This is an optimization exercise on Yosys and OpenROAD, whose aim is small area, a short achievable clock period and few clock cycles, not a production implementation. In this exercise RTL edits were held to simulation tests only and were not proved equivalent to the original. Power and IR drop assume default switching activity.

==> run K: inputs <==
// otp_mxe
module otp_mxe #(
    parameter NMAX = 64,
    parameter BMAX = 64
) (
    input  wire        clk,
    input  wire        rst_n,
    input  wire        sel,
    input  wire        write,
    input  wire [15:0] addr,
    input  wire [31:0] wdata,
    output reg  [31:0] rdata,
    output wire        ready,
    output wire        irq
);
clock: 12.0 ns
lec_check: 0
cap_margin: 20
cell_pad_in_sites_detail_placement: 1
cell_pad_in_sites_global_placement: 2
core_margin: 2
core_utilization: 35
setup_slack_margin: 5
slew_margin: 20
run.sh (not shown) runs the stock make flow with config.mk's settings and CLKGATE_MAP_FILE= SYNTH_SCRIPT=/design/flow/synth_recipe.tcl, a recipe that flattens the netlist after the stock synthesis.
==> inputs of run G, as changes to run K <==
--- a/flow/design.v
+++ b/flow/design.v
@@ -99,11 +99,11 @@
     input  wire        rst_n,
     input  wire        sel,
     input  wire        write,
     input  wire [15:0] addr,
     input  wire [31:0] wdata,
-    output reg  [31:0] rdata,
+    output wire [31:0] rdata,
     output wire        ready,
     output wire        irq
 );
     localparam OP_NOP     = 8'h00;
     localparam OP_EXPAND  = 8'h01;
@@ -220,11 +220,16 @@
     wire cls_b_rw = a_e | a_k | a_r | a_nbits | a_b | a_phiw | a_seedw | a_datw;
     wire cls_b_ro = a_philen | a_seedln | a_padlen | a_datlen | a_padw;
     wire cls_b    = cls_b_rw | cls_b_ro;
     wire nidx_ok  = addr[7:1] == 7'd0;
     wire bidx_ok  = addr[13:1] == 13'd0;
-    assign ready = 1'b1;
+    reg         rd2_q;       
+    reg  [31:0] rdata_q;
+    wire        rd1   = sel & ~write & ~rd2_q;
+    wire        acc_go = sel & ~rd1;               
+    assign ready = ~rd1;
+    assign rdata = rdata_q;
     assign irq = (ctrl_q[0] & done_q) | (ctrl_q[1] & fault_q);
     wire [7:0]  cop    = cmd_q[7:0];
     wire        legal  = (cmd_q[31:8] == 24'd0) &&
                          (cop == OP_NOP || cop == OP_EXPAND || cop == OP_MODEXP ||
                           cop == OP_GEN || cop == OP_XOR || cop == OP_ZEROIZE);
@@ -429,28 +434,34 @@
     end
     wire w_phi  = (addr[15:1] == 15'h0080) & okb;
     wire w_seed = (addr[15:1] == 15'h0100) & okb;
     wire w_pad  = (addr[15:1] == 15'h2000) & okb;
     wire w_dat  = (addr[15:1] == 15'h4000) & okb;
+    reg [31:0] rdata_c;
     always @(*) begin
-        rdata = ({32{sc_area}} & sc_val)
+        rdata_c = ({32{sc_area}} & sc_val)
               | ({32{w_phi}}  & (addr[0] ? phi_q[63:32]  : phi_q[31:0]))
               | ({32{w_seed}} & (addr[0] ? seed_q[63:32] : seed_q[31:0]))
               | ({32{w_pad}}  & (addr[0] ? pad_q[63:32]  : pad_q[31:0]))
               | ({32{w_dat}}  & (addr[0] ? dat_q[63:32]  : dat_q[31:0]));
     end
+    always @(posedge clk) begin
+        if (!rst_n) rd2_q <= 1'b0;
+        else        rd2_q <= rd1;
+        if (rd1) rdata_q <= rdata_c;
+    end
     reg busy_h, done_h, lockerr_h, addrerr_h;    
     reg host_kill;                               
     reg cmd_acc;                                 
     always @(*) begin
         busy_h    = busy_q;
         done_h    = done_q;
         lockerr_h = lockerr_q;
         addrerr_h = addrerr_q;
         host_kill = 1'b0;
         cmd_acc   = 1'b0;
-        if (sel) begin
+        if (acc_go) begin
             if (cls_a) begin
                 if (write) begin
                     if (a_ctrl) begin
                     end else if (a_status) begin
                         if (wdata[1]) done_h    = 1'b0;
@@ -483,11 +494,11 @@
                     if (nidx_ok) host_kill = 1'b1;
                 end
             end
         end
     end
-    wire host_wb = sel & write & cls_b_rw & ~busy_q & ~fault_q;    
+    wire host_wb = acc_go & write & cls_b_rw & ~busy_q & ~fault_q;    
     always @(posedge clk) begin
         if (!rst_n) begin
             busy_q    <= 1'b0;
             done_q    <= 1'b0;
             fault_q   <= 1'b0;
@@ -519,11 +530,11 @@
             fcode_q  <= 4'd0;
             finfo_q  <= 7'd0;
             its_q    <= 7'd0;
             est      <= E_IDLE;
         end else begin
-            if (sel && write && a_ctrl) ctrl_q <= wdata[1:0];
+            if (acc_go && write && a_ctrl) ctrl_q <= wdata[1:0];
             if (cmd_acc) begin
                 cmd_q <= wdata;
                 est   <= E_DISP;
             end
             if (host_wb) begin
==> flow/flow/run.sh (new file) <==
#!/bin/bash
set -euo pipefail
export SETUP_SLACK_MARGIN=6.5
bash standard.sh > standard.log 2>&1
==> flow/standard.sh (new file) <==
#!/bin/bash
# synth_recipe.tcl (not shown) runs the flow's synth.tcl, then flattens the netlist and writes it again
# the make line also repeats each setting of config.mk as NAME=value (left out here)
make -C /OpenROAD-flow-scripts/flow DESIGN_CONFIG=/design/flow/config.mk WORK_HOME=/design/flow/orfs CLKGATE_MAP_FILE= SYNTH_SCRIPT=/design/flow/synth_recipe.tcl "${@:-finish}"
--- a/flow/config.mk
+++ b/flow/config.mk
@@ -8,7 +8,6 @@
 export CAP_MARGIN = 20
 export CELL_PAD_IN_SITES_DETAIL_PLACEMENT = 1
 export CELL_PAD_IN_SITES_GLOBAL_PLACEMENT = 2
 export CORE_MARGIN = 2
 export CORE_UTILIZATION = 35
-export SETUP_SLACK_MARGIN = 5
 export SLEW_MARGIN = 20
removed: flow/run.sh
==> comparison table <==
	run G	run K
Status	timing/DRC/antenna clean	timing/DRC/antenna clean
Multi-input combinational cell area	49800 um2	48500 um2
Register share of the cell area	0.220	0.215
Placed standard-cell area	74900 um2	71900 um2
Fraction of synthesized cell area taken by the top area cell type	0.140	0.145
Post-Route Hold Slack	0.470 ns	0.483 ns
Starting DRC count in detailed routing	10600	11000
Critical setup path kind	flop to flop	flop to primary output
Number of flops mapped to enable cells by yosys	277	245
Fin area	82800 um2	80100 um2
Clock buf/inv share	0.0427	0.0443
Worst ir drop on vdd	0.124 mV	0.344 mV
Mux share of post-synthesis cell area	0.0324	0.0297
Wire length on met1	181 mm	174 mm
Post-Synth Simple-Gate Area	0.193	0.204
Count of plain and timing-repair buffers in the layout	625	618
Die outline height	453 um	445 um
Power attributed to sequential cells	2.70 mW	2.96 mW
Worst Hold Launch	nbits_q[2]	cmd_q[15]
Testbench counts of run K, summed over its fixed seeds: cycles 25,893.
Testbench counts of run G, summed over its fixed seeds: cycles 27,338.

[port drivers added, routing unchanged]
Ports are ideal in the flow. The routed layouts listed here were re-timed in OpenROAD. Step 1: set_driving_cell puts a clkbuf_16 on clk and a buf_2 on each other input, an assumption about the parent block. Step 2 also shifts input and output timing later by t, the mid clock arrival at the registers, as if the neighbouring blocks saw the same clock. Three values: ideal ports, drivers, drivers and shift; two values: the first two.
run | t, ns | setup WS [ns] | worst hold slack (ns) | latest minus earliest clock arrival (ns)
run K | 0.909 | 4.567 / 4.470 / 4.568 | 0.483 / 0.483 / 0.483 | 0.084 / 0.085
run G | 0.918 | 5.811 / 5.811 / 5.508 | 0.470 / 0.470 / 0.470 | 0.064 / 0.064
After both steps every run listed still meets setup and hold. The setup slack of run G, which loses most, moves by 0.000 ns with the drivers and by -0.303 ns with both steps.
